What follows belongs to an exercise in optimizing a design on an open flow for small area; a production flow would make more cautious choices.
In this exercise RTL edits were held to simulation tests only and were not proved equivalent to the original.
Power figures rest on the tool's default switching activity, not on a simulated workload.

### design.v
module kbd_periph #(
    parameter integer NUM_ROWS      = 16,
    parameter integer NUM_COLS      = 8,
    parameter integer SETTLE_CYCLES = 4,
    parameter integer STROBE_CYCLES = 80,
    parameter integer PULSE_CYCLES  = 80,
    parameter [3:0]   CLKPS_RESET   = 4'd0
) (
    input  wire                clk,
    input  wire                rst_n,
    input  wire [3:0]          bus_addr,
    input  wire [7:0]          bus_wdata,
    input  wire                bus_wr,
    input  wire                bus_rd,
    output reg  [7:0]          bus_rdata,
    output wire                tick_irq,
    output wire [3:0]          row_addr,
    output wire                row_en,
    output wire [NUM_ROWS-1:0] row_n,
    output wire                row_oe,
    input  wire [7:0]          col_in,
    output wire                col_pu,
    output wire [7:0]          data_out,
    output wire                strobe_o,
    output wire                tx_oe,
    output wire                caps_led_o,
    output wire                scr_clr_o,
    output wire                sys_rst_o,
    output wire                aux_oe
);
    localparam [3:0] A_CLKPR    = 4'h0;
    localparam [3:0] A_OCRA     = 4'h1;
    localparam [3:0] A_TCFG_A   = 4'h2;
    localparam [3:0] A_TCFG_B   = 4'h3;
    localparam [3:0] A_IMSK     = 4'h4;
    localparam [3:0] A_TICK     = 4'h5;
    localparam [3:0] A_STATUS   = 4'h6;
    localparam [3:0] A_ROW_SCAN = 4'h7;
    localparam [3:0] A_COL_DATA = 4'h8;
    localparam [3:0] A_TX_DATA  = 4'h9;
    localparam [3:0] A_LED      = 4'hA;
    localparam [3:0] A_PULSE    = 4'hB;
    localparam [3:0] A_PINCFG   = 4'hC;
    wire wr = bus_wr & rst_n;
    wire rd = bus_rd & ~bus_wr & rst_n;
    wire wr_clkpr  = wr && (bus_addr == A_CLKPR);
    wire wr_ocra   = wr && (bus_addr == A_OCRA);
    wire wr_tcfg_a = wr && (bus_addr == A_TCFG_A);
    wire wr_tcfg_b = wr && (bus_addr == A_TCFG_B);
    wire commit    = wr && (bus_addr == A_IMSK);
    wire poll      = rd && (bus_addr == A_TICK);
    wire wr_scan   = wr && (bus_addr == A_ROW_SCAN);
    wire wr_tx     = wr && (bus_addr == A_TX_DATA);
    wire wr_led    = wr && (bus_addr == A_LED);
    wire wr_pulse  = wr && (bus_addr == A_PULSE);
    wire wr_pincfg = wr && (bus_addr == A_PINCFG);
    reg [3:0] clkps;
    reg       clk_lock;
    reg [2:0] clk_win;
    wire enable_pat = (bus_wdata == 8'h80);
    wire change_pat = (bus_wdata[7] == 1'b0) && (bus_wdata[6:4] == 3'b000);
    always @(posedge clk) begin
        if (!rst_n) begin
            clkps    <= CLKPS_RESET;
            clk_lock <= 1'b0;
            clk_win  <= 3'd0;
        end else if (wr_clkpr && !clk_lock && clk_win == 3'd0 && enable_pat) begin
            clk_win <= 3'd4;
        end else if (wr_clkpr && !clk_lock && clk_win != 3'd0 && change_pat) begin
            if (bus_wdata[3:0] <= 4'd8) begin
                clkps    <= bus_wdata[3:0];
                clk_lock <= 1'b1;
            end
            clk_win <= 3'd0;
        end else if (clk_win != 3'd0) begin
            clk_win <= clk_win - 3'd1;
        end
    end
    reg  [7:0] div_cnt;
    reg  [7:0] div_mask;
    always @(*) begin
        case (clkps)
            4'd0:    div_mask = 8'h00;
            4'd1:    div_mask = 8'h01;
            4'd2:    div_mask = 8'h03;
            4'd3:    div_mask = 8'h07;
            4'd4:    div_mask = 8'h0F;
            4'd5:    div_mask = 8'h1F;
            4'd6:    div_mask = 8'h3F;
            4'd7:    div_mask = 8'h7F;
            default: div_mask = 8'hFF;
        endcase
    end
    wire tclk_en = ((div_cnt & div_mask) == div_mask);
    always @(posedge clk) begin
        if (!rst_n)
            div_cnt <= 8'd0;
        else
            div_cnt <= div_cnt + 8'd1;
    end
    reg [7:0] stg_ocra, stg_a;
    reg [3:0] stg_b;
    reg [7:0] ocra, tcfg_a;
    reg [3:0] tcfg_b, tcfg_imsk;
    reg [2:0] xfer_cs, xfer_wgm;
    reg [7:0] xfer_ocra;
    reg       req_tgl, cfg_busy, cfg_pend;
    reg       ack_s1, ack_s2, ack_s3;
    reg       ack_tgl;                        
    wire       ack = ack_s2 ^ ack_s3;
    wire       launch = (commit && !cfg_busy) || (cfg_busy && ack && (cfg_pend || commit));
    wire [2:0] cur_cs   = commit ? stg_b[2:0] : tcfg_b[2:0];
    wire [2:0] cur_wgm  = commit ? {stg_b[3], stg_a[1:0]} : {tcfg_b[3], tcfg_a[1:0]};
    wire [7:0] cur_ocra = commit ? stg_ocra : ocra;
    always @(posedge clk) begin
        if (!rst_n) begin
            stg_ocra  <= 8'd0;
            stg_a     <= 8'd0;
            stg_b     <= 4'd0;
            ocra      <= 8'd0;
            tcfg_a    <= 8'd0;
            tcfg_b    <= 4'd0;
            tcfg_imsk <= 4'd0;
        end else begin
            if (wr_ocra)   stg_ocra <= bus_wdata;
            if (wr_tcfg_a) stg_a    <= bus_wdata;
            if (wr_tcfg_b) stg_b    <= bus_wdata[3:0];
            if (commit) begin
                ocra      <= stg_ocra;
                tcfg_a    <= stg_a;
                tcfg_b    <= stg_b;
                tcfg_imsk <= bus_wdata[3:0];
            end
        end
    end
    always @(posedge clk) begin
        if (!rst_n) begin
            ack_s1    <= 1'b0;
            ack_s2    <= 1'b0;
            ack_s3    <= 1'b0;
            xfer_cs   <= 3'd0;
            xfer_wgm  <= 3'd0;
            xfer_ocra <= 8'd0;
            req_tgl   <= 1'b0;
            cfg_busy  <= 1'b0;
            cfg_pend  <= 1'b0;
        end else begin
            ack_s1 <= ack_tgl;
            ack_s2 <= ack_s1;
            ack_s3 <= ack_s2;
            if (launch) begin
                xfer_cs   <= cur_cs;
                xfer_wgm  <= cur_wgm;
                xfer_ocra <= cur_ocra;
                req_tgl   <= ~req_tgl;
                cfg_busy  <= 1'b1;
                cfg_pend  <= 1'b0;
            end else if (cfg_busy && ack) begin
                cfg_busy <= 1'b0;
            end else if (cfg_busy && commit) begin
                cfg_pend <= 1'b1;
            end
        end
    end
    reg [2:0] t_cs, t_wgm;
    reg [7:0] t_ocra;
    reg [9:0] psc;
    reg [7:0] tcnt;
    reg       tick_tgl;
    reg       req_s1, req_s2, req_s3;
    wire load = req_s2 ^ req_s3;
    reg  [9:0] psc_last;                      
    always @(*) begin
        case (t_cs)
            3'd1:    psc_last = 10'd0;
            3'd2:    psc_last = 10'd7;
            3'd3:    psc_last = 10'd63;
            3'd4:    psc_last = 10'd255;
            default: psc_last = 10'd1023;
        endcase
    end
    wire running = (t_wgm == 3'b010) && (t_cs >= 3'd1) && (t_cs <= 3'd5);
    wire cnt_en  = running && (psc >= psc_last);
    always @(posedge clk) begin
        if (!rst_n) begin
            req_s1   <= 1'b0;
            req_s2   <= 1'b0;
            req_s3   <= 1'b0;
            t_cs     <= 3'd0;
            t_wgm    <= 3'd0;
            t_ocra   <= 8'd0;
            psc      <= 10'd0;
            tcnt     <= 8'd0;
            tick_tgl <= 1'b0;
            ack_tgl  <= 1'b0;
        end else if (tclk_en) begin
            req_s1 <= req_tgl;
            req_s2 <= req_s1;
            req_s3 <= req_s2;
            if (load) begin
                t_cs    <= xfer_cs;
                t_wgm   <= xfer_wgm;
                t_ocra  <= xfer_ocra;
                psc     <= 10'd0;
                tcnt    <= 8'd0;
                ack_tgl <= ~ack_tgl;
            end else begin
                if (!running || cnt_en)
                    psc <= 10'd0;
                else
                    psc <= psc + 10'd1;
                if (cnt_en) begin
                    if (tcnt == t_ocra) begin
                        tcnt     <= 8'd0;
                        tick_tgl <= ~tick_tgl;
                    end else begin
                        tcnt <= tcnt + 8'd1;
                    end
                end
            end
        end
    end
    reg tick_s1, tick_s2, tick_s3, tick_pend;
    wire tick_set = (tick_s2 ^ tick_s3) && tcfg_imsk[1];
    always @(posedge clk) begin
        if (!rst_n) begin
            tick_s1   <= 1'b0;
            tick_s2   <= 1'b0;
            tick_s3   <= 1'b0;
            tick_pend <= 1'b0;
        end else begin
            tick_s1   <= tick_tgl;
            tick_s2   <= tick_s1;
            tick_s3   <= tick_s2;
            tick_pend <= tick_set | (tick_pend & ~(poll | commit));
        end
    end
    assign tick_irq = tick_pend & tcfg_imsk[1];
    reg [3:0]          row_sel;
    reg                row_valid;
    reg [NUM_ROWS-1:0] row_oh_n;
    reg                scan_busy;
    reg [7:0]          scan_cnt;
    reg [7:0]          col_s1, col_s2;
    reg [7:0]          col_data;
    localparam [7:0] COL_MASK = (NUM_COLS >= 8) ? 8'hFF : ((8'd1 << NUM_COLS) - 8'd1);
    always @(posedge clk) begin
        if (!rst_n) begin
            col_s1 <= 8'd0;
            col_s2 <= 8'd0;
        end else begin
            col_s1 <= col_in;
            col_s2 <= col_s1;
        end
    end
    always @(posedge clk) begin
        if (!rst_n) begin
            row_sel   <= 4'd0;
            row_valid <= 1'b0;
            row_oh_n  <= {NUM_ROWS{1'b1}};
            scan_busy <= 1'b0;
            scan_cnt  <= 8'd0;
            col_data  <= 8'd0;
        end else if (scan_busy) begin
            if (scan_cnt != 8'd0) begin
                scan_cnt <= scan_cnt - 8'd1;
            end else begin
                col_data  <= ~col_s2 & COL_MASK;     
                scan_busy <= 1'b0;
            end
        end else if (wr_scan) begin
            if ({24'd0, bus_wdata} < NUM_ROWS) begin
                row_sel   <= bus_wdata[3:0];
                row_valid <= 1'b1;
                row_oh_n  <= ~({{(NUM_ROWS-1){1'b0}}, 1'b1} << bus_wdata[3:0]);
                scan_cnt  <= SETTLE_CYCLES[7:0];
                scan_busy <= 1'b1;
            end else begin
                col_data <= 8'd0;
            end
        end
    end
    localparam [1:0] TX_IDLE   = 2'd0;
    localparam [1:0] TX_SETUP  = 2'd1;
    localparam [1:0] TX_ACTIVE = 2'd2;
    localparam [1:0] TX_HOLD   = 2'd3;
    reg [1:0]  tx_state;
    reg [7:0]  tx_data;
    reg [15:0] tx_cnt;
    reg        strobe;
    always @(posedge clk) begin
        if (!rst_n) begin
            tx_state <= TX_IDLE;
            tx_data  <= 8'd0;
            tx_cnt   <= 16'd0;
            strobe   <= 1'b0;
        end else begin
            case (tx_state)
                TX_IDLE: begin
                    if (wr_tx) begin
                        tx_data  <= bus_wdata;
                        tx_state <= TX_SETUP;
                    end
                end
                TX_SETUP: begin
                    strobe   <= 1'b1;
                    tx_cnt   <= STROBE_CYCLES[15:0] - 16'd1;
                    tx_state <= TX_ACTIVE;
                end
                TX_ACTIVE: begin
                    if (tx_cnt == 16'd0) begin
                        strobe   <= 1'b0;
                        tx_state <= TX_HOLD;
                    end else begin
                        tx_cnt <= tx_cnt - 16'd1;
                    end
                end
                default: begin
                    tx_state <= TX_IDLE;
                end
            endcase
        end
    end
    wire tx_busy = (tx_state != TX_IDLE);
    reg        caps;
    reg        clr_act, rst_act;
    reg [15:0] clr_cnt, rst_cnt;
    reg [3:0]  pincfg;
    always @(posedge clk) begin
        if (!rst_n) begin
            caps   <= 1'b0;
            pincfg <= 4'd0;
        end else begin
            if (wr_led)    caps   <= bus_wdata[0];
            if (wr_pincfg) pincfg <= bus_wdata[3:0];
        end
    end
    always @(posedge clk) begin
        if (!rst_n) begin
            clr_act <= 1'b0;
            clr_cnt <= 16'd0;
        end else if (clr_act) begin
            if (clr_cnt == 16'd0)
                clr_act <= 1'b0;
            else
                clr_cnt <= clr_cnt - 16'd1;
        end else if (wr_pulse && bus_wdata[0]) begin
            clr_act <= 1'b1;
            clr_cnt <= PULSE_CYCLES[15:0] - 16'd1;
        end
    end
    always @(posedge clk) begin
        if (!rst_n) begin
            rst_act <= 1'b0;
            rst_cnt <= 16'd0;
        end else if (rst_act) begin
            if (rst_cnt == 16'd0)
                rst_act <= 1'b0;
            else
                rst_cnt <= rst_cnt - 16'd1;
        end else if (wr_pulse && bus_wdata[1]) begin
            rst_act <= 1'b1;
            rst_cnt <= PULSE_CYCLES[15:0] - 16'd1;
        end
    end
    always @(*) begin
        bus_rdata = 8'd0;
        if (rd) begin
            case (bus_addr)
                A_CLKPR:    bus_rdata = {clk_win != 3'd0, clk_lock, 2'b00, clkps};
                A_OCRA:     bus_rdata = ocra;
                A_TCFG_A:   bus_rdata = tcfg_a;
                A_TCFG_B:   bus_rdata = {4'd0, tcfg_b};
                A_IMSK:     bus_rdata = {4'd0, tcfg_imsk};
                A_TICK:     bus_rdata = {7'd0, tick_pend};
                A_STATUS:   bus_rdata = {2'b00, rst_act, clr_act, tx_busy, scan_busy, cfg_busy, tick_pend};
                A_ROW_SCAN: bus_rdata = {row_valid, 3'b000, row_sel};
                A_COL_DATA: bus_rdata = col_data;
                A_TX_DATA:  bus_rdata = tx_data;
                A_LED:      bus_rdata = {7'd0, caps};
                A_PULSE:    bus_rdata = {6'd0, rst_act, clr_act};
                A_PINCFG:   bus_rdata = {4'd0, pincfg};
                default:    bus_rdata = 8'd0;
            endcase
        end
    end
    assign row_addr   = row_sel;
    assign row_en     = row_valid;
    assign row_n      = row_oh_n;
    assign row_oe     = pincfg[0];
    assign col_pu     = pincfg[1];
    assign data_out   = tx_data;
    assign strobe_o   = strobe;
    assign tx_oe      = pincfg[2];
    assign caps_led_o = caps;
    assign scr_clr_o  = clr_act;
    assign sys_rst_o  = rst_act;
    assign aux_oe     = pincfg[3];
endmodule
### run.sh
#!/bin/bash
# synth_recipe.tcl (not shown) runs the flow's synth.tcl, then flattens the netlist and writes it again
# the make line also repeats each setting of config.mk as NAME=value (left out here)
make -C /OpenROAD-flow-scripts/flow DESIGN_CONFIG=/design/flow/config.mk WORK_HOME=/design/flow/orfs CLKGATE_MAP_FILE= SYNTH_SCRIPT=/design/flow/synth_recipe.tcl finish
### config.mk
export PLATFORM = sky130hd
export DESIGN_NAME = kbd_periph
export DESIGN_NICKNAME = kbd_periph
export VERILOG_FILES = /design/flow/design.v
export SDC_FILE = /design/flow/constraint.sdc
export NUM_CORES = 4
export LEC_CHECK = 0
export CAP_MARGIN = 20
export CORE_MARGIN = 2
export CORE_UTILIZATION = 40
export SLEW_MARGIN = 20
### constraint.sdc
create_clock -name core_clock -period 10.0 [get_ports {clk}]
set_input_delay 2.0000 -clock core_clock [delete_from_list [all_inputs] [get_ports {clk}]]
set_output_delay 2.0000 -clock core_clock [all_outputs]
set_load 0.01 [all_outputs]
==> summary.md <==
| Metric | Value |
|---|---|
| Synthesis-to-finish area growth | 17.9% |
| Flop pwr share | 0.436 |
| Synth Area in Simple Gates | 0.250 |
| CTS H-tree depth | 1 |
| Top FF cell, synth | dfxtp_1 |
| # fillers | 2,636 |
| Net Count, Synth | ~1.3k |
| Synth Warn # | 1 |
| Net Sw Power | 0.595 mW |
| # hold bufs at CTS | 0 |
| Req. time, crit path | roughly 8 ns |
| Post-layout min period | 7.04 ns |
| Post-DP HPWL | 19,100 um |
| Critical Path End Type | primary output |
| Mux share of post-synthesis cell area | 0.0369 |
| Startpoint types | input pin |
| # nets final | 1,361 |
| Clock transition at the registers of the reported paths | 0.06 ns |
| Final setup vio count | 0 |
| Worst hold path class | register to register |
| N_diodes | 0 |
| Vias post-DR | about 9k |
| RePlAce Congestion | 0.890 |
| Largest family of logic cells by synthesized area | simple AND/OR/NAND/NOR gates |
| Post-synthesis compound-gate area fraction | 0.150 |
| Post-Syn Area | 10,800 um^2 |
| # IOs | 70 |
| Die X | 169 um |
| Max Freq | 0.142 GHz |
| Clock power share | 0.458 |
| Vias in the first global route | about 8.4k |
| Port-buffer cells | 69 |
| Combinational power share | 0.106 |
| Worst-Skew Late Latency | 0.54 ns |
| Top cells by instance count after synthesis | dfxtp_1, nor2_1, nand2_1 |
| R2R setup slack | 7.12 ns |
| Worst r2r path cells | 9 |
| DIE HEIGHT | 169 um |
| Hold Crit Depth | 1 |
| GRT Total Usage | 0.193 |
| Total CTS buffers | 28 |
| Final Slew Violations | 0 |
| Layout cell share with drive strength beyond 1 | 0.0651 |
| Drt pass-1 iters | 5 |
| Internal power | 1.80 mW |
| RSZ-0062 raised after global routing | no |
| Routed Antenna Nets | 0 |
| Total Wirelength | 27,800 um |
| Lkg Pwr | between 4 and 5 nW |
| Post-synth ARST share | 0 |
| Clock sink total | 248 |
| Rows | 60 |
| Post-Syn Area per Cell | around 8.5 um^2 |
| Sequential share of the synthesized area | 0.459 |
| Drt via density | 5.39 |
| Critical path class | input pin to primary output |
| Largest net degree at the start of global routing | 66 |
| DRC errors left | 0 |
| First-pass GRT wire length | 44,900 um |
| Sw Ratio | 0.249 |
| Final hold vios | 0 |
| Critical Path AT | 5.04 ns |
| Die Area | 28,400 um^2 |
| Post-synth top area share | 0.459 |
| Post-Synthesis Cells | 1,275 |
| CTS tree | done |
| Worst Setup SP | bus_addr[0] |
| Critical R2R Launch | t_cs[0]$_SDFFE_PN0P_ |
| Post-synth cell types | 71 |
| Core Box Area | 26,700 um^2 |
| DRT iter0 DRCs | 608 |
| Slew @ Worst Pin | 1.11 ns |
| Top cells by area, synth | dfxtp_1, nor2_1, nand2_1, a21oi_1, mux2i_1 |
| Number of post-CTS setup repair buffers | 0 |
| WHS | 0.429 ns |
| Status | complete, no violations |
| Slew HR | 0.258 |
| Synth Area in Adders | 0.0243 |
| Root Driver | clkbuf_16 |
| Clock tree buffer depth | 3 |
| Initial Util | 0.405 |
| Hold EP | col_s2[6]$_SDFF_PN0_ |
| Setup TNS | 0 ns |
| XOR/XNOR Fraction of Synth Area | 0.0429 |
| Period utilisation layout | 0.704 |
| RR Endpoint | psc[5]$_SDFFE_PN0N_ |
| Post-cts resize count | 0 |
| Synth Register Bits | 248 |
| Routed WL per cell | 16.6 um |
| Total congestion overflow | 0 |
| Fin Clk Skew | about 0.012 ns |
| Pwr dens | approximately 190 nW/um^2 |
| Worst-path fanout max | 22 |
| Initial antenna violation count | 0 |
| Most common cell in the synthesized netlist | dfxtp_1 |
| Max_cap viols | 0 |
| Worst Hold Launch | col_s1[6]$_SDFF_PN0_ |
| Number of synthesized flops with an enable pin | 0 |
| Maximum VDD drop | 0.111 mV |
| Top cell type by total area after synthesis | dfxtp_1 |
==> flip-flops by register name, indices dropped and copies added, names as in the netlist, 10 cells and up, named ones only <==
register / flops
clr_cnt: 16
row_oh_n: 16
rst_cnt: 16
tx_cnt: 16
psc: 10
==> cells in the final DEF (no fill, tap or decap), types with 11 or more instances in the layout <==
master           instances
a211oi_1                18
a21oi_1                 76
a311oi_1                14
and2_1                  35
and3_1                  12
buf_4                   11
clkbuf_16               29
clkdlybuf4s50_1         68
dfxtp_1                248
ha_1                    21
inv_1                   33
mux2i_1                 32
nand2_1                152
nand2b_1                14
nand3_1                 63
nand4_1                 20
nor2_1                 168
nor2b_1                 12
nor3_1                  17
o21ai_0                 60
xnor2_1                 32
xor2_1                  21
==> final cells by class <==
class                   instances  area (um^2)  area share
inverters                      35          133      0.0104
repair buffers                 79          763      0.0598
well taps                     341          427      0.0334
clock inverters                12          170      0.0133
flip-flops and latches        248         4960       0.389
clock buffers                  39          833      0.0653
multi-input cells             924         5470       0.429
==> through the flow <==
step	power (mW)	utilization	setup WS [ns]	std cells	area [um^2]
floorplan	1.25	-	4.61	1275	10800
global placement	1.31	0.440	3.01	1627	11800
detailed placement	1.32	0.440	2.98	1627	11800
CTS	2.41	0.477	2.98	1678	12800
global route	2.49	0.477	2.77	1678	12800
finish	2.39	0.477	2.96	1678	12800
==> power groups by stage <==
stage / sequential (mW) / clock (mW) / combinational [mW]
2_1_floorplan: 1.06 / 0 / 0.190
3_3_place_gp: 1.06 / 0 / 0.249
3_5_place_dp: 1.06 / 0 / 0.254
4_1_cts: 1.04 / 1.12 / 0.254
5_1_grt: 1.05 / 1.16 / 0.283
6_report: 1.04 / 1.09 / 0.254
==> cells by family (layout without fill, tap and decap cells) <==
family | after synthesis | count (layout)
AO/OA/AOI/OAI | 250 | 250
XOR/XNOR | 53 | 53
adder cells (fa/ha/maj) | 21 | 21
buffers and inverters | 103 | 165
flip-flops | 248 | 248
multiplexers | 39 | 39
AND/OR/NAND/NOR | 561 | 561
==> layer usage <==
layer | vias up | track usage | share of wire
li1 | 4548 | - | -
met1 | 4247 | 0.274 | 0.49
met3 | 35 | 0.0318 | 0.054
met5 | - | 0 | 0
met2 | 211 | 0.311 | 0.44
met4 | 0 | 0.0439 | 0.017
==> worst max-delay path, stage by stage <==
cell	delay [ns]
clkdlybuf4s50_1	0.86
nor2_1	0.73
o21ai_1	0.44
nor2_1	0.39
clkdlybuf4s50_1	0.60
==> worst max path at each step <==
stage	end	slack (ns)
floorplan	bus_rdata[3]	4.61
global placement	bus_rdata[1]	3.01
detailed placement	bus_rdata[1]	2.98
CTS	bus_rdata[1]	2.98
global route	bus_rdata[5]	2.77
finish	bus_rdata[4]	2.96

## what the ideal ports hide
No port has a modelled driver above. Below, the same layout with a new extraction and two added sets of constraints. Step 1, drivers: a clkbuf_16 drives clk and a buf_2 each remaining input, both assumed. Step 2 moves the port delays by t, midway between the first and last clock arrival at a register: inputs arrive t later, outputs are due t later. That takes back most of the time a late clock gives input paths. Slacks: ideal / step 1 / step 2; pairs: ideal / step 1.
t (ns): 0.583
slack for setup (ns): 2.963 / 2.925 / 2.925
worst data-port slew with drivers (ns): 0.05
After both steps this run still meets setup and hold. The setup slack of this run moves by -0.038 ns with the drivers and by -0.038 ns with both steps.
